From an optimization exercise on the open Yosys and OpenROAD flow, aimed at small area, a short achievable clock period and few clock cycles per item; shortcuts taken in it are not production practice.
The RTL was checked by simulation tests, not by an equivalence proof against the original design.
The clock port is modelled as an ideal driver; clocking choices that lean on that would not hold on a real chip.
Power is estimated from default activity; no workload was simulated.

==> inputs of exp/quartz <==
==> flow/design.v <==
module tlb_core (
    input  wire        clk,
    input  wire        rst,           
    input  wire        req_valid,
    output wire        req_ready,
    input  wire [71:0] req_data,
    output reg         resp_valid,
    output reg  [66:0] resp_data,
    output reg         pt_en,
    output reg         pt_we,
    output reg  [19:0] pt_addr,
    output wire [32:0] pt_wdata,      
    input  wire [32:0] pt_rdata
);
    localparam OP_CFG   = 3'd1;
    localparam OP_SET   = 3'd2;
    localparam OP_XLATE = 3'd3;
    localparam OP_HITS  = 3'd4;
    localparam ST_OK         = 3'd0;
    localparam ST_BAD_CFG    = 3'd1;
    localparam ST_BAD_VPN    = 3'd2;
    localparam ST_XLATE_FLT  = 3'd3;
    localparam ST_BAD_STATE  = 3'd4;
    localparam ST_BAD_CMD    = 3'd5;
    localparam LC_UNCONF = 2'd0;
    localparam LC_READY  = 2'd1;
    localparam LC_DEAD   = 2'd2;
    reg  [1:0]  lifecycle;
    reg         cfg_ps;           
    reg  [1:0]  cfg_rows;         
    reg  [63:0] hits;
    reg         cv;
    reg  [2:0]  cmd_op;
    reg         cmd_p;
    reg  [31:0] cmd_a;
    reg  [31:0] cmd_b;
    reg         rdy;
    reg  [15:0] l_oh;
    reg  [17:0] l_key;
    reg         w_v;
    reg  [2:0]  w_st;
    reg  [1:0]  w_src;            
    reg  [3:0]  w_row;
    reg  [1:0]  w_way;
    reg  [12:0] w_off;
    reg         m1;               
    reg         m2;               
    reg  [12:0] m_off;
    reg  [19:0] m_v2;
    reg         m_v2ok;
    reg  [3:0]  m_row2;
    reg  [15:0] ins_oh;
    reg  [3:0]  ins_wv;
    reg  [17:0] ins_key;
    reg         hz;               
    reg         fwd;              
    reg  [3:0]  valid_q [0:15];
    reg  [5:0]  ord_q   [0:15];   
    reg  [17:0] key_q   [0:63];
    reg  [31:0] ppn_q   [0:63];
    assign req_ready = rdy;
    assign pt_wdata  = {cmd_p, cmd_b};
    function [63:0] compose;
        input [31:0] ppn;
        input [12:0] o;
        input        ps;
        begin
            if (ps) compose = {19'd0, ppn, o[12:0]};
            else    compose = {20'd0, ppn, o[11:0]};
        end
    endfunction
    function [3:0] row_of;
        input [31:0] a;
        input        ps;
        input [1:0]  rows;
        reg   [3:0]  v;
        begin
            v = ps ? a[16:13] : a[15:12];
            row_of = v & ((rows == 2'd0) ? 4'd3 : (rows == 2'd1) ? 4'd7 : 4'd15);
        end
    endfunction
    function [15:0] onehot;
        input [3:0] r;
        begin
            onehot = 16'd1 << r;
        end
    endfunction
    wire [19:0] vpn      = cfg_ps ? {1'b0, cmd_a[31:13]} : cmd_a[31:12];
    wire [12:0] off      = cfg_ps ? cmd_a[12:0] : {1'b0, cmd_a[11:0]};
    wire [19:0] pt_last  = cfg_ps ? 20'h7ffff : 20'hfffff;    
    wire        va_oor   = (vpn == pt_last);
    wire [19:0] vpn_next = vpn + 20'd1;
    wire        nxt_oor  = (vpn_next == pt_last);
    wire [3:0]  row_mask = (cfg_rows == 2'd0) ? 4'd3 : (cfg_rows == 2'd1) ? 4'd7 : 4'd15;
    wire [3:0]  row_own  = vpn[3:0] & row_mask;
    wire [3:0]  row_nxt  = vpn_next[3:0] & row_mask;
    wire        set_oor  = (cmd_a[31:20] != 12'd0) || (cmd_a[19:0] >= pt_last);
    wire is_xlate = (cmd_op == OP_XLATE);
    wire bad_op   = (cmd_op == 3'd0) || (cmd_op > OP_HITS);
    wire cmd_legal_state =
        (cmd_op == OP_CFG) ? (lifecycle == LC_UNCONF) : (lifecycle == LC_READY);
    wire cfg_a_ok = (cmd_a == 32'd4096) || (cmd_a == 32'd8192);
    wire cfg_b_ok = (cmd_b == 32'd4) || (cmd_b == 32'd8) || (cmd_b == 32'd16);
    wire ex     = cv && !m1 && !hz;
    wire cfg_ok = ex && !bad_op && (cmd_op == OP_CFG) && cmd_legal_state && cfg_a_ok && cfg_b_ok;
    wire        ps_next   = cfg_ok ? (cmd_a == 32'd8192) : cfg_ps;
    wire [1:0]  rows_next = cfg_ok ? ((cmd_b == 32'd4) ? 2'd0 : (cmd_b == 32'd8) ? 2'd1 : 2'd2)
                                   : cfg_rows;
    reg  [3:0]  lk_v;
    reg  [5:0]  lk_o;
    reg  [71:0] lk_k;
    integer i, r;
    always @(*) begin
        lk_v = 4'd0;
        lk_o = 6'd0;
        lk_k = 72'd0;
        for (r = 0; r < 16; r = r + 1) begin
            lk_v = lk_v | (valid_q[r] & {4{l_oh[r]}});
            lk_o = lk_o | (ord_q[r] & {6{l_oh[r]}});
            for (i = 0; i < 4; i = i + 1)
                lk_k[i*18 +: 18] = lk_k[i*18 +: 18] | (key_q[r*4+i] & {18{l_oh[r]}});
        end
    end
    reg  [3:0]  lk_hv;
    always @(*) begin
        for (i = 0; i < 4; i = i + 1)
            lk_hv[i] = lk_v[i] && (lk_k[i*18 +: 18] == l_key);
    end
    wire        lk_hit = |lk_hv;
    wire [1:0]  lk_way = {lk_hv[3] | lk_hv[2], lk_hv[3] | lk_hv[1]};
    wire x_go   = ex && is_xlate && cmd_legal_state && !va_oor;
    wire x_hit  = x_go && (lk_hit || (fwd && pt_rdata[32]));
    wire x_miss = x_go && !(lk_hit || (fwd && pt_rdata[32]));
    wire        pr_en  = (x_hit && !fwd) || (m1 && m_v2ok && lk_hit);
    wire [1:0]  pr_way = lk_way;
    wire        in_en  = (m1 || m2) && pt_rdata[32];
    wire [1:0]  in_way = {ins_wv[3] | ins_wv[2], ins_wv[3] | ins_wv[1]};
    reg  [3:0]  lk_vict;
    always @(*) begin
        if (!lk_v[0])      lk_vict = 4'b0001;
        else if (!lk_v[1]) lk_vict = 4'b0010;
        else if (!lk_v[2]) lk_vict = 4'b0100;
        else if (!lk_v[3]) lk_vict = 4'b1000;
        else if (!lk_o[0] && !lk_o[1] && !lk_o[2]) lk_vict = 4'b0001;
        else if ( lk_o[0] && !lk_o[3] && !lk_o[4]) lk_vict = 4'b0010;
        else if ( lk_o[1] &&  lk_o[3] && !lk_o[5]) lk_vict = 4'b0100;
        else               lk_vict = 4'b1000;
    end
    function [5:0] make_mru;
        input [5:0] o;
        input [1:0] w;
        begin
            make_mru = o;
            case (w)
                2'd0: begin make_mru[0] = 1'b1; make_mru[1] = 1'b1; make_mru[2] = 1'b1; end
                2'd1: begin make_mru[0] = 1'b0; make_mru[3] = 1'b1; make_mru[4] = 1'b1; end
                2'd2: begin make_mru[1] = 1'b0; make_mru[3] = 1'b0; make_mru[5] = 1'b1; end
                default: begin make_mru[2] = 1'b0; make_mru[4] = 1'b0; make_mru[5] = 1'b0; end
            endcase
        end
    endfunction
    function [21:0] port_of;       
        input [2:0]  op;
        input [31:0] a;
        input        ready;        
        input        ps;
        reg   [19:0] v;
        reg          oor;
        begin
            v   = ps ? {1'b0, a[31:13]} : a[31:12];
            oor = (a[31:20] != 12'd0) || (a[19:0] >= (ps ? 20'h7ffff : 20'hfffff));
            if (op == OP_SET) port_of = {ready && !oor, 1'b1, a[19:0]};
            else              port_of = {op == OP_XLATE, 1'b0, v};
        end
    endfunction
    wire m2_next  = m1 && m_v2ok && !lk_hit;
    wire hz_next  = m2_next && cv && is_xlate && (row_own == m_row2) && (vpn != m_v2);
    wire fwd_next = m2_next && cv && (vpn == m_v2);
    wire accept   = req_valid && rdy;
    wire take     = ex || !cv;                
    wire [3:0]  req_row = row_of(req_data[39:8], ps_next, rows_next);
    wire        lc_ready_next = cfg_ok || (lifecycle == LC_READY);
    wire [21:0] port_req = port_of(req_data[2:0], req_data[39:8], lc_ready_next, ps_next);
    wire [21:0] port_cmd = port_of(cmd_op, cmd_a, lifecycle == LC_READY, cfg_ps);
    wire [17:0] req_key = ps_next ? {1'b0, req_data[39:23]} : req_data[39:22];
    always @(posedge clk) begin
        if (rst) begin
            lifecycle  <= LC_UNCONF;
            cfg_ps     <= 1'b0;
            cfg_rows   <= 2'd0;
            hits       <= 64'd0;
            resp_valid <= 1'b0;
            resp_data  <= 67'd0;
            cv         <= 1'b0;
            rdy        <= 1'b1;
            m1         <= 1'b0;
            m2         <= 1'b0;
            pt_en      <= 1'b0;
            hz         <= 1'b0;
            fwd        <= 1'b0;
            w_v        <= 1'b0;
            for (r = 0; r < 16; r = r + 1) valid_q[r] <= 4'd0;
        end else begin
            if (take) begin
                cv <= accept;
                if (accept) begin
                    cmd_op <= req_data[2:0];
                    cmd_p  <= req_data[3];
                    cmd_a  <= req_data[39:8];
                    cmd_b  <= req_data[71:40];
                end
            end
            if (x_miss) begin
                l_oh  <= onehot(row_nxt);
                l_key <= vpn_next[19:2];
            end else if (take) begin
                l_oh  <= onehot(req_row);
                l_key <= req_key;
            end else begin
                l_oh  <= onehot(row_own);
                l_key <= vpn[19:2];
            end
            m1  <= x_miss;
            m2  <= m2_next;
            hz  <= hz_next;
            fwd <= fwd_next;
            rdy <= !x_miss && !hz_next;
            if (ex) begin
                m_off  <= off;
                m_v2   <= vpn_next;
                m_v2ok <= !nxt_oor;
                m_row2 <= row_nxt;
            end
            if (x_miss)
                {pt_en, pt_we, pt_addr} <= {!nxt_oor, 1'b0, vpn_next};
            else if (!take)
                {pt_en, pt_we, pt_addr} <= port_cmd;
            else if (accept)
                {pt_en, pt_we, pt_addr} <= port_req;
            else
                pt_en <= 1'b0;
            ins_oh  <= l_oh;
            ins_wv  <= lk_vict;
            ins_key <= l_key;
            for (r = 0; r < 16; r = r + 1) begin
                if (in_en && ins_oh[r]) begin
                    valid_q[r][in_way] <= 1'b1;
                    ord_q[r]           <= make_mru(ord_q[r], in_way);
                end else if (pr_en && l_oh[r]) begin
                    ord_q[r]           <= make_mru(ord_q[r], pr_way);
                end
            end
            for (r = 0; r < 16; r = r + 1)
                for (i = 0; i < 4; i = i + 1)
                    if (in_en && ins_oh[r] && ins_wv[i]) begin
                        key_q[r*4+i] <= ins_key;
                        ppn_q[r*4+i] <= pt_rdata[31:0];
                    end
            w_v   <= ex && !x_miss;
            w_st  <= ST_OK;
            w_src <= 2'd0;
            w_row <= row_own;
            w_way <= fwd ? in_way : lk_way;
            w_off <= off;
            if (bad_op) begin
                w_st <= ST_BAD_CMD;
            end else if (!cmd_legal_state) begin
                w_st <= ST_BAD_STATE;
            end else begin
                case (cmd_op)
                    OP_CFG: w_st <= (cfg_a_ok && cfg_b_ok) ? ST_OK : ST_BAD_CFG;
                    OP_SET: w_st <= set_oor ? ST_BAD_VPN : ST_OK;
                    OP_XLATE: begin
                        if (va_oor) w_st <= ST_XLATE_FLT;
                        else        w_src <= 2'd2;
                    end
                    default: w_src <= 2'd1;    
                endcase
            end
            if (ex && !bad_op && cmd_legal_state && cmd_op == OP_CFG) begin
                if (cfg_a_ok && cfg_b_ok) begin
                    cfg_ps    <= ps_next;
                    cfg_rows  <= rows_next;
                    for (r = 0; r < 16; r = r + 1) valid_q[r] <= 4'd0;
                    hits      <= 64'd0;
                    lifecycle <= LC_READY;
                end else begin
                    lifecycle <= LC_DEAD;
                end
            end
            if (x_hit && hits != {64{1'b1}})
                hits <= hits + 64'd1;
            resp_valid <= m1 || w_v;
            if (m1) begin
                if (pt_rdata[32])
                    resp_data <= {compose(pt_rdata[31:0], m_off, cfg_ps), ST_OK};
                else
                    resp_data <= {64'd0, ST_XLATE_FLT};
            end else begin
                case (w_src)
                    2'd1:    resp_data <= {hits, w_st};
                    2'd2:    resp_data <= {compose(ppn_q[{w_row, w_way}], w_off, cfg_ps), w_st};
                    default: resp_data <= {64'd0, w_st};
                endcase
            end
        end
    end
endmodule
==> flow/run.sh <==
#!/bin/bash
# synth_recipe.tcl (not shown) runs the flow's synth.tcl, then flattens the netlist and writes it again
# the make line also repeats each setting of config.mk as NAME=value (left out here)
make -C /OpenROAD-flow-scripts/flow DESIGN_CONFIG=/design/flow/config.mk WORK_HOME=/design/flow/orfs CLKGATE_MAP_FILE= SYNTH_SCRIPT=/design/flow/synth_recipe.tcl finish
==> flow/config.mk <==
export PLATFORM = sky130hd
export DESIGN_NAME = tlb_core
export DESIGN_NICKNAME = tlb_core
export VERILOG_FILES = /design/flow/design.v
export SDC_FILE = /design/flow/constraint.sdc
export NUM_CORES = 4
export LEC_CHECK = 0
export CAP_MARGIN = 20
export CORE_MARGIN = 2
export CORE_UTILIZATION = 22
export PLACE_DENSITY = 0.25
export SLEW_MARGIN = 20
==> flow/constraint.sdc <==
create_clock -name core_clock -period 14.0 [get_ports {clk}]
set_input_delay 2.8000 -clock core_clock [delete_from_list [all_inputs] [get_ports {clk}]]
set_output_delay 2.8000 -clock core_clock [all_outputs]
set_load 0.01 [all_outputs]
==> exp/yarrow (differences from exp/quartz) <==
--- a/flow/design.v
+++ b/flow/design.v
@@ -47,8 +47,6 @@
     reg         m2;               
-    reg  [12:0] m_off;
-    reg  [19:0] m_v2;
-    reg         m_v2ok;
-    reg  [3:0]  m_row2;
     reg  [15:0] ins_oh;
     reg  [3:0]  ins_wv;
+    reg  [63:0] ins_sel;          
+    reg         ins_go;           
     reg  [17:0] ins_key;
@@ -120,3 +118,5 @@
             for (i = 0; i < 4; i = i + 1)
-                lk_k[i*18 +: 18] = lk_k[i*18 +: 18] | (key_q[r*4+i] & {18{l_oh[r]}});
+                lk_k[i*18 +: 18] = lk_k[i*18 +: 18] |
+                    (((r >= 8) ? {key_q[r*4+i][17:2], l_key[1:0]} :
+                      (r >= 4) ? {key_q[r*4+i][17:1], l_key[0]} : key_q[r*4+i]) & {18{l_oh[r]}});
         end
@@ -133,5 +133,5 @@
     wire x_miss = x_go && !(lk_hit || (fwd && pt_rdata[32]));
-    wire        pr_en  = (x_hit && !fwd) || (m1 && m_v2ok && lk_hit);
+    wire        pr_en  = (x_hit && !fwd) || (m1 && pt_en && lk_hit);
     wire [1:0]  pr_way = lk_way;
-    wire        in_en  = (m1 || m2) && pt_rdata[32];
+    wire        in_en  = pt_rdata[32] && ins_go;
     wire [1:0]  in_way = {ins_wv[3] | ins_wv[2], ins_wv[3] | ins_wv[1]};
@@ -175,5 +175,5 @@
     endfunction
-    wire m2_next  = m1 && m_v2ok && !lk_hit;
-    wire hz_next  = m2_next && cv && is_xlate && (row_own == m_row2) && (vpn != m_v2);
-    wire fwd_next = m2_next && cv && (vpn == m_v2);
+    wire m2_next  = m1 && pt_en && !lk_hit;
+    wire hz_next  = m2_next && cv && is_xlate && ((onehot(row_own) & l_oh) != 16'd0) && (vpn != pt_addr);
+    wire fwd_next = m2_next && cv && (vpn == pt_addr);
     wire accept   = req_valid && rdy;
@@ -198,2 +198,4 @@
             pt_en      <= 1'b0;
+            ins_oh     <= 16'd0;
+            ins_go     <= 1'b0;
             hz         <= 1'b0;
@@ -227,8 +229,2 @@
             rdy <= !x_miss && !hz_next;
-            if (ex) begin
-                m_off  <= off;
-                m_v2   <= vpn_next;
-                m_v2ok <= !nxt_oor;
-                m_row2 <= row_nxt;
-            end
             if (x_miss)
@@ -237,7 +233,9 @@
                 {pt_en, pt_we, pt_addr} <= port_cmd;
-            else if (accept)
-                {pt_en, pt_we, pt_addr} <= port_req;
             else
-                pt_en <= 1'b0;
+                {pt_en, pt_we, pt_addr} <= {accept && port_req[21], port_req[20:0]};
             ins_oh  <= l_oh;
+            for (r = 0; r < 16; r = r + 1)
+                for (i = 0; i < 4; i = i + 1)
+                    ins_sel[r*4+i] <= l_oh[r] && lk_vict[i];
+            ins_go  <= x_miss || m2_next;
             ins_wv  <= lk_vict;
@@ -254,3 +252,3 @@
                 for (i = 0; i < 4; i = i + 1)
-                    if (in_en && ins_oh[r] && ins_wv[i]) begin
+                    if (in_en && ins_sel[r*4+i]) begin
                         key_q[r*4+i] <= ins_key;
@@ -295,3 +293,3 @@
                 if (pt_rdata[32])
-                    resp_data <= {compose(pt_rdata[31:0], m_off, cfg_ps), ST_OK};
+                    resp_data <= {compose(pt_rdata[31:0], w_off, cfg_ps), ST_OK};
                 else
==> flow/flow/run.sh (new file) <==
#!/bin/bash
set -uo pipefail
work=$(pwd)
bash standard.sh "CTS_ARGS=-sink_clustering_enable -repair_clock_nets -dont_use_dummy_load" POST_CTS_TCL="$work/flow/post_cts.tcl" finish > "$work/standard_sh.log" 2>&1
==> flow/flow/post_cts.tcl (new file) <==
# Sourced by ORFS cts.tcl after its own repair and detailed placement, before
# 4_1_cts.odb is written. The clock and constraints are unchanged; only the
# target slack of the repair is larger.
puts "post_cts: extra setup repair"
estimate_parasitics -placement
report_worst_slack
repair_timing -setup -setup_margin 9.1 -repair_tns 100 -max_iterations 3000 -verbose
set result [catch { detailed_placement } msg]
if { $result != 0 } {
  error "post_cts: detailed placement failed: $msg"
}
check_placement -verbose
estimate_parasitics -placement
report_worst_slack
==> flow/standard.sh (new file) <==
#!/bin/bash
# synth_recipe.tcl (not shown) runs the flow's synth.tcl, then flattens the netlist and writes it again
# the make line also repeats each setting of config.mk as NAME=value (left out here)
make -C /OpenROAD-flow-scripts/flow DESIGN_CONFIG=/design/flow/config.mk WORK_HOME=/design/flow/orfs CLKGATE_MAP_FILE= SYNTH_SCRIPT=/design/flow/synth_recipe.tcl "${@:-finish}"
removed: flow/run.sh
==> exp/garnet (differences from exp/quartz) <==
--- a/flow/design.v
+++ b/flow/design.v
@@ -47,8 +47,5 @@
     reg         m2;               
-    reg  [12:0] m_off;
-    reg  [19:0] m_v2;
-    reg         m_v2ok;
-    reg  [3:0]  m_row2;
     reg  [15:0] ins_oh;
     reg  [3:0]  ins_wv;
+    reg         ins_go;           
     reg  [17:0] ins_key;
@@ -120,3 +117,5 @@
             for (i = 0; i < 4; i = i + 1)
-                lk_k[i*18 +: 18] = lk_k[i*18 +: 18] | (key_q[r*4+i] & {18{l_oh[r]}});
+                lk_k[i*18 +: 18] = lk_k[i*18 +: 18] |
+                    (((r >= 8) ? {key_q[r*4+i][17:2], l_key[1:0]} :
+                      (r >= 4) ? {key_q[r*4+i][17:1], l_key[0]} : key_q[r*4+i]) & {18{l_oh[r]}});
         end
@@ -133,5 +132,5 @@
     wire x_miss = x_go && !(lk_hit || (fwd && pt_rdata[32]));
-    wire        pr_en  = (x_hit && !fwd) || (m1 && m_v2ok && lk_hit);
+    wire        pr_en  = (x_hit && !fwd) || (m1 && pt_en && lk_hit);
     wire [1:0]  pr_way = lk_way;
-    wire        in_en  = (m1 || m2) && pt_rdata[32];
+    wire        in_en  = pt_rdata[32] && ins_go;
     wire [1:0]  in_way = {ins_wv[3] | ins_wv[2], ins_wv[3] | ins_wv[1]};
@@ -175,5 +174,5 @@
     endfunction
-    wire m2_next  = m1 && m_v2ok && !lk_hit;
-    wire hz_next  = m2_next && cv && is_xlate && (row_own == m_row2) && (vpn != m_v2);
-    wire fwd_next = m2_next && cv && (vpn == m_v2);
+    wire m2_next  = m1 && pt_en && !lk_hit;
+    wire hz_next  = m2_next && cv && is_xlate && ((onehot(row_own) & l_oh) != 16'd0) && (vpn != pt_addr);
+    wire fwd_next = m2_next && cv && (vpn == pt_addr);
     wire accept   = req_valid && rdy;
@@ -198,2 +197,4 @@
             pt_en      <= 1'b0;
+            ins_oh     <= 16'd0;
+            ins_go     <= 1'b0;
             hz         <= 1'b0;
@@ -227,8 +228,2 @@
             rdy <= !x_miss && !hz_next;
-            if (ex) begin
-                m_off  <= off;
-                m_v2   <= vpn_next;
-                m_v2ok <= !nxt_oor;
-                m_row2 <= row_nxt;
-            end
             if (x_miss)
@@ -237,7 +232,6 @@
                 {pt_en, pt_we, pt_addr} <= port_cmd;
-            else if (accept)
-                {pt_en, pt_we, pt_addr} <= port_req;
             else
-                pt_en <= 1'b0;
+                {pt_en, pt_we, pt_addr} <= {accept && port_req[21], port_req[20:0]};
             ins_oh  <= l_oh;
+            ins_go  <= x_miss || m2_next;
             ins_wv  <= lk_vict;
@@ -295,3 +289,3 @@
                 if (pt_rdata[32])
-                    resp_data <= {compose(pt_rdata[31:0], m_off, cfg_ps), ST_OK};
+                    resp_data <= {compose(pt_rdata[31:0], w_off, cfg_ps), ST_OK};
                 else
==> flow/flow/run.sh (new file) <==
#!/bin/bash
set -uo pipefail
work=$(pwd)
bash standard.sh "CTS_ARGS=-sink_clustering_enable -repair_clock_nets -dont_use_dummy_load -sink_clustering_size 20 -sink_clustering_max_diameter 100" POST_CTS_TCL="$work/flow/post_cts.tcl" finish > "$work/standard_sh.log" 2>&1
==> flow/flow/post_cts.tcl (new file) <==
# Sourced by ORFS cts.tcl after its own repair and detailed placement, before
# 4_1_cts.odb is written. The clock and constraints are unchanged; only the
# target slack of the repair is larger.
puts "post_cts: extra setup repair"
estimate_parasitics -placement
report_worst_slack
repair_timing -setup -setup_margin 9.1 -repair_tns 100 -max_iterations 3000 -verbose
set result [catch { detailed_placement } msg]
if { $result != 0 } {
  error "post_cts: detailed placement failed: $msg"
}
check_placement -verbose
estimate_parasitics -placement
report_worst_slack
==> flow/standard.sh (new file) <==
#!/bin/bash
# synth_recipe.tcl (not shown) runs the flow's synth.tcl, then flattens the netlist and writes it again
# the make line also repeats each setting of config.mk as NAME=value (left out here)
make -C /OpenROAD-flow-scripts/flow DESIGN_CONFIG=/design/flow/config.mk WORK_HOME=/design/flow/orfs CLKGATE_MAP_FILE= SYNTH_SCRIPT=/design/flow/synth_recipe.tcl "${@:-finish}"
--- a/flow/config.mk
+++ b/flow/config.mk
@@ -9,4 +9,4 @@
 export CORE_MARGIN = 2
-export CORE_UTILIZATION = 22
-export PLACE_DENSITY = 0.25
+export CORE_UTILIZATION = 35
+export PLACE_DENSITY = 0.45
 export SLEW_MARGIN = 20
removed: flow/run.sh
==> results.txt <==
| item | exp/quartz | exp/garnet | exp/yarrow |
|---|---|---|---|
| Outcome | complete, no violations | complete, no violations | complete, no violations |
| Reg clk slew, reported paths | 0.06 ns | 0.09 ns | 0.05 ns |
| Fraction of synthesized cell area in xor and xnor cells | 0.00768 | 0.00731 | 0.00689 |
| Tapcell Cnt | 8407 | 5197 | 8350 |
| Final-layout fill cell count | 64500 | 35600 | 63300 |
| Utilization after layout | 0.268 | 0.396 | 0.268 |
| Psw | 5.74 mW | 4.14 mW | 5.23 mW |
| All-Layer GR Usage | 0.239 | 0.305 | 0.248 |
| Buffers excl. clock | 656 | 678 | 784 |
| Fraction of standard cell area that is sequential | 0.645 | 0.689 | 0.642 |
| Total number of vias | 89600 | 89600 | 88700 |
| Number of clock sinks seen by CTS | 3726 | 3610 | 3673 |
| Comb group | 865 µW | 780 µW | 909 µW |
| Minimum setup slack among reg-to-reg paths | 7.44 ns | 8.96 ns | 9.09 ns |
| Layout-stage area growth over the synthesis result | 21.4% | 12.8% | 21.4% |
Testbench counts of exp/quartz, summed over its fixed seeds: cycles 46,253, items 31,896.
Testbench counts of exp/yarrow, summed over its fixed seeds: cycles 46,253, items 31,896.
Testbench counts of exp/garnet, summed over its fixed seeds: cycles 46,253, items 31,896.

[afterwards: timing with drivers on the ports]
The flow's constraints put no driver on any port. The routed layouts listed below were extracted and timed again, unchanged, in two steps. Step 1: set_driving_cell puts a clkbuf_16 on clk and a buf_2 on each other input, an assumption about the parent block. Step 2, shift: input delay + t, output delay - t, t = (earliest + latest rising clock arrival at the registers) / 2. This alone moves slack from input paths to output paths. Three values: ideal, step 1, step 2; two values: the first two.
| run | t, ns | slack for setup (ns) | hold slack, ns | worst setup path at the end | cell pins on the clock port's net |
|---|---|---|---|---|---|
| exp/quartz | 1.158 | 7.442 / 7.442 / 6.483 | 0.441 / 0.441 / 0.441 | input to register | 1 |
| exp/yarrow | 1.118 | 8.830 / 8.905 / 7.787 | 0.412 / 0.412 / 0.412 | input to register | 1 |
| exp/garnet | 1.038 | 8.962 / 8.962 / 8.062 | 0.447 / 0.447 / 0.447 | input to register | 1 |
After both steps setup and hold are still met in every run listed. The setup slack of exp/yarrow, which loses most, moves by +0.075 ns with the drivers and by -1.043 ns with both steps.
